From an optimization exercise on the open Yosys and OpenROAD flow, aimed at a short achievable clock period and few clock cycles; shortcuts taken in it are not production practice.
RTL that was checked went through simulation tests only; none was proved equivalent to the original.
The flow treats the clock pin as an ideal source, which a real chip does not have.
Power figures rest on the tool's default switching activity, not on a simulated workload.

==> run a <==
// lf_core
module lf_core (
    input  wire        clk,
    input  wire        rst,         
    input  wire        in_valid,
    input  wire [15:0] in_word,
    output wire        in_ready,
    output reg         out_valid,
    output reg  [2:0]  out_kind,
    output reg  [4:0]  out_addr,
    output reg  [15:0] out_data,
    output wire        busy
);
==> flow/config.mk <==
export PLATFORM = sky130hd
export DESIGN_NAME = lf_core
export DESIGN_NICKNAME = lf_core
export VERILOG_FILES = /design/flow/design.v
export SDC_FILE = /design/flow/constraint.sdc
export NUM_CORES = 4
export LEC_CHECK = 0
export ABC_CLOCK_PERIOD_IN_PS = 1800
export CAP_MARGIN = 20
export CORE_MARGIN = 2
export CORE_UTILIZATION = 40
export CTS_CLUSTER_DIAMETER = 60
export CTS_CLUSTER_SIZE = 15
export SETUP_SLACK_MARGIN = 4.3
export SLEW_MARGIN = 20
==> flow/constraint.sdc <==
create_clock -name core_clock -period 6.0 [get_ports {clk}]
set_input_delay 1.2000 -clock core_clock [delete_from_list [all_inputs] [get_ports {clk}]]
set_output_delay 1.2000 -clock core_clock [all_outputs]
set_load 0.01 [all_outputs]
standard.sh (not shown) runs the stock make flow with config.mk's settings and CLKGATE_MAP_FILE= SYNTH_SCRIPT=/design/flow/synth_recipe.tcl, a recipe that flattens the netlist after the stock synthesis.
==> flow/flow/run.sh <==
#!/bin/bash
# The standard layout, with a post-CTS step (flow/post_cts.tcl) that
# flattens the top of the clock tree. ORFS logs go to orfs/logs; the make
# output goes to standard.log.
set -euo pipefail
HERE=$(pwd)
bash standard.sh POST_CTS_TCL="$HERE/flow/post_cts.tcl" finish > "$HERE/standard.log" 2>&1
Other scripts of this flow, unchanged in this note and not shown: flow/flow/post_cts.tcl
==> run b (differences from run a) <==
--- a/flow/design.v
+++ b/flow/design.v
@@ -19,14 +19,12 @@
     localparam [2:0] EV_SLEEP  = 3'd6;
     localparam [2:0] EV_READ   = 3'd7;
     localparam [11:0] CUTOFF = 12'd3500;
     localparam [7:0]  THRESH = 8'd10;
     localparam integer QD = 4;           
     reg in_ready_q, busy_q;
-    reg rst_q;
-    always @(posedge clk) rst_q <= rst;
     assign in_ready = in_ready_q;
     assign busy     = busy_q;
     reg        i_v;
     reg [15:0] i_w;
     always @(posedge clk) begin
         if (rst) i_v <= 1'b0;
@@ -59,31 +57,31 @@
     reg        d_illegal, d_rdbad, d_host, d_timed;
     reg        d_ge;
     reg [11:0] d_lo;
     always @(posedge clk) begin
         if (rst) d_v <= 1'b0;
         else     d_v <= i_v;
-        d_enc0    <= i_v & i_enc & ~w[8];
-        d_enc1    <= i_v & i_enc &  w[8];
-        d_btn     <= i_v & i_btn;
-        d_adc     <= i_v & i_adc;
-        d_tobs    <= i_v & i_tobs;
-        d_tctrl   <= i_v & i_tctrl;
-        d_tdisp   <= i_v & i_tdisp;
-        d_dbt     <= i_v & i_dbt;
-        d_sample  <= i_v & i_sample;
-        d_goedge  <= i_v & i_goedge;
-        d_recov   <= i_v & i_recov;
-        d_sleep   <= i_v & i_sleep;
-        d_rearm   <= i_v & i_rearm;
-        d_read    <= i_v & i_rdok;
-        d_seten   <= i_v & i_seten;
-        d_illegal <= i_v & ~i_legal;
-        d_rdbad   <= i_v & i_read & ~i_rdok;
-        d_host    <= i_v & i_legal & w[15];
-        d_timed   <= i_v & (i_tobs | i_tctrl | i_tdisp | i_dbt | i_adc);
+        d_enc0    <= i_enc & ~w[8];
+        d_enc1    <= i_enc &  w[8];
+        d_btn     <= i_btn;
+        d_adc     <= i_adc;
+        d_tobs    <= i_tobs;
+        d_tctrl   <= i_tctrl;
+        d_tdisp   <= i_tdisp;
+        d_dbt     <= i_dbt;
+        d_sample  <= i_sample;
+        d_goedge  <= i_goedge;
+        d_recov   <= i_recov;
+        d_sleep   <= i_sleep;
+        d_rearm   <= i_rearm;
+        d_read    <= i_rdok;
+        d_seten   <= i_seten;
+        d_illegal <= ~i_legal;
+        d_rdbad   <= i_read & ~i_rdok;
+        d_host    <= i_legal & w[15];
+        d_timed   <= i_tobs | i_tctrl | i_tdisp | i_dbt | i_adc;
         d_ge      <= (w[11:0] >= CUTOFF);
         d_lo      <= w[11:0];
     end
     reg [1:0] lines0, lines1;
     reg [3:0] hist0, hist1;
     reg       btn_line, db_state, db_dir, dbt_armed;
@@ -110,27 +108,27 @@
         else if (d_adc && !conv_busy)     refuse = 3'd3;
         else if (d_dbt && !dbt_armed)     refuse = 3'd4;
         else if (d_rdbad)                 refuse = 3'd6;
         else                              refuse = 3'd0;
     end
     wire awake    = ~sleeping;
-    wire a_enc0   = d_enc0;
-    wire a_enc1   = d_enc1;
-    wire a_btn    = d_btn;
-    wire a_adc    = d_adc & awake & conv_busy;
-    wire a_tobs   = d_tobs & awake;
-    wire a_tctrl  = d_tctrl & awake;
-    wire a_tdisp  = d_tdisp & awake;
-    wire a_dbt    = d_dbt & awake & dbt_armed;
-    wire a_sample = d_sample & awake;
-    wire a_goedge = d_goedge & awake;
-    wire a_recov  = d_recov & awake;
-    wire a_sleep  = d_sleep & awake;
-    wire a_rearm  = d_rearm & awake;
-    wire a_read   = d_read & awake;
-    wire a_seten  = d_seten & awake;
+    wire a_enc0   = d_v & d_enc0;
+    wire a_enc1   = d_v & d_enc1;
+    wire a_btn    = d_v & d_btn;
+    wire a_adc    = d_v & d_adc & awake & conv_busy;
+    wire a_tobs   = d_v & d_tobs & awake;
+    wire a_tctrl  = d_v & d_tctrl & awake;
+    wire a_tdisp  = d_v & d_tdisp & awake;
+    wire a_dbt    = d_v & d_dbt & awake & dbt_armed;
+    wire a_sample = d_v & d_sample & awake;
+    wire a_goedge = d_v & d_goedge & awake;
+    wire a_recov  = d_v & d_recov & awake;
+    wire a_sleep  = d_v & d_sleep & awake;
+    wire a_rearm  = d_v & d_rearm & awake;
+    wire a_read   = d_v & d_read & awake;
+    wire a_seten  = d_v & d_seten & awake;
     wire [1:0] lines_w0 = a_enc0 ? d_lo[1:0] : lines0;
     wire [1:0] lines_w1 = a_enc1 ? d_lo[1:0] : lines1;
     wire       btn_edge = a_btn & en[1] & ~pl[1] & (d_lo[0] ^ btn_line);
     wire       btn_line_w = a_btn ? d_lo[0] : btn_line;
     wire       db_dir_w   = btn_edge ? d_lo[0] : db_dir;
     wire [6:0] ew = a_seten ? d_lo[6:0] : en;
@@ -171,13 +169,13 @@
             4'h8: crd = {9'd0, pl[6:4], qp_now, pl[2:0]};
             4'h9: crd = {9'd0, en};
             default: crd = 16'd0;
         endcase
     end
     wire       wev_goedge = a_goedge & (go != go_prev);
-    wire       wev = (refuse != 3'd0) | wev_goedge | a_sleep | a_rearm | a_read;
+    wire       wev = (d_v & (refuse != 3'd0)) | wev_goedge | a_sleep | a_rearm | a_read;
     reg  [2:0] wk;
     always @* begin
         if (refuse != 3'd0) wk = EV_REFUSE;
         else if (d_goedge)  wk = go ? EV_START : EV_PAUSE;
         else if (d_sleep)   wk = EV_SLEEP;
         else if (d_rearm)   wk = EV_CONV;
@@ -188,17 +186,17 @@
     reg [2:0]  c_wk;
     reg [3:0]  c_a0;             
     reg [15:0] c_data;           
     reg        c_rearm, c_read;
     reg        c_adcw, c_sample, c_recov;
     reg        c_disp, c_adcs, c_ctrl;
-    reg        c_i0, c_d0, c_i1, c_d1;      
+    reg        c_q0, c_q0d, c_q1, c_q1d;
     reg        c_ge;
     reg [12:0] c_rs;             
     always @(posedge clk) begin
-        if (rst_q) begin
+        if (rst) begin
             lines0 <= 2'd0; lines1 <= 2'd0;
             hist0 <= 4'd0;  hist1 <= 4'd0;
             btn_line <= 1'b0; db_state <= 1'b0; db_dir <= 1'b0; dbt_armed <= 1'b0;
             go <= 1'b0; go_prev <= 1'b0;
             conv_busy <= 1'b0;
             pl <= 7'd0; en <= 7'd0; sleeping <= 1'b0;
@@ -237,16 +235,16 @@
         c_adcw   <= a_adc;
         c_sample <= a_sample;
         c_recov  <= a_recov;
         c_disp   <= svc0;
         c_adcs   <= svc2;
         c_ctrl   <= svc5 & go_f;
-        c_i0     <= svc3 & qp0 & qt0[1] & ~qt0[0];
-        c_d0     <= svc3 & qp0 & qt0[1] &  qt0[0];
-        c_i1     <= svc3 & qp1 & qt1[1] & ~qt1[0];
-        c_d1     <= svc3 & qp1 & qt1[1] &  qt1[0];
+        c_q0     <= svc3 & qp0 & qt0[1];
+        c_q0d    <= qt0[0];
+        c_q1     <= svc3 & qp1 & qt1[1];
+        c_q1d    <= qt1[0];
         c_ge     <= d_ge;
         c_rs     <= {13{a_read}} & (13'd1 << d_lo[3:0]);
     end
     reg [15:0] count0, count1;
     reg [1:0]  cur, nxt, rc;
     reg [2:0]  acc, lp, dacc;
@@ -256,19 +254,19 @@
     reg        adf;
     reg [3:0]  conv_ch;
     reg [7:0]  lost, stop;
     reg [7:0]  duty_r, duty_l;
     function [15:0] updn_t;
         input [15:0] c;
-        input        u, d;
+        input        d;
         integer i;
         reg ones, zeros;
         begin
             ones = 1'b1; zeros = 1'b1;
             for (i = 0; i < 16; i = i + 1) begin
-                updn_t[i] = (u & ones) | (d & zeros);
+                updn_t[i] = d ? zeros : ones;
                 ones  = ones & c[i];
                 zeros = zeros & ~c[i];
             end
         end
     endfunction
     function normal;
@@ -319,22 +317,22 @@
         ({16{c_rs[6]}}  & {stop, lost}) |
         ({16{c_rs[7]}}  & {14'd0, trip_stop, trip_lost}) |
         ({16{c_rs[10]}} & {duty_l, duty_r}) |
         ({16{c_rs[11]}} & {10'd0, nxt, conv_ch}) |
         ({16{c_rs[12]}} & {8'd0, 2'd2 - cur, cur, 2'd0, cur});
     always @(posedge clk) begin
-        if (rst_q) begin
+        if (rst) begin
             count0 <= 16'd0; count1 <= 16'd0;
             cur <= 2'd0; nxt <= 2'd0; rc <= 2'd0;
             acc <= 3'd0; lp <= 3'd0; dacc <= 3'd0; lpn <= 1'b0;
             sample_reg <= 12'd0; sge <= 1'b0;
             adf <= 1'b0; conv_ch <= 4'd0;
             lost <= 8'd0; stop <= 8'd0; duty_r <= 8'd0; duty_l <= 8'd0;
         end else begin
-            count0 <= count0 ^ updn_t(count0, c_i0, c_d0);
-            count1 <= count1 ^ updn_t(count1, c_i1, c_d1);
+            if (c_q0) count0 <= count0 ^ updn_t(count0, c_q0d);
+            if (c_q1) count1 <= count1 ^ updn_t(count1, c_q1d);
             if (c_adcw) begin
                 sample_reg <= c_data[11:0];
                 sge        <= c_ge;
             end
             if (c_rearm) begin
                 adf     <= 1'b0;
ABC_CLOCK_PERIOD_IN_PS = 2000   (was 1800)
CTS_CLUSTER_DIAMETER = 80   (was 60)
CTS_CLUSTER_SIZE = 30   (was 15)
SETUP_SLACK_MARGIN = 4.0   (was 4.3)
==> run c (differences from run a) <==
CORE_UTILIZATION = 55   (was 40)
CTS_CLUSTER_DIAMETER = 80   (was 60)
CTS_CLUSTER_SIZE = 30   (was 15)
==> notes <==
- The lowest register-to-register slack belongs to run b, the highest to run a.
- Against run a, the sequential power of run b is lower by about 5%.
- The highest total power belongs to run a, the lowest to run b.
- Worst hold slack: run a < run b < run c.
- First-iteration DRC count, lowest first: run b, run c, run a.
Testbench counts of run b, summed over its fixed seeds: cycles 24,037.
Only the layout flow was run in run a and run c; the RTL was not checked for function there.

[afterwards: timing with drivers on the ports]
The results above use ideal ports. As a check the final layouts listed here were re-extracted and re-timed, cells and wires unchanged.
Step 1, drivers: a clkbuf_16 drives clk and a buf_2 each remaining input, both assumed.
Step 2, shift: input delay + t, output delay - t, t = (earliest + latest rising clock arrival at the registers) / 2. This alone moves slack from input paths to output paths.
Slacks: no drivers / after step 1 / after step 2; pairs: no drivers / after step 1.
run | shift t [ns] | slack for setup (ns) | hold slack, ns | worst setup path after step 2
run a | 0.459 | 4.000 / 3.888 / 3.919 | 0.323 / 0.323 / 0.323 | input to register
run b | 0.453 | 3.907 / 3.881 / 3.533 | 0.340 / 0.340 / 0.340 | input to register
run c | 0.444 | 4.007 / 3.889 / 3.883 | 0.353 / 0.353 / 0.353 | input to register
After both steps setup and hold are still met in every run listed. The setup slack of run b, which loses most, moves by -0.026 ns with the drivers and by -0.374 ns with both steps.
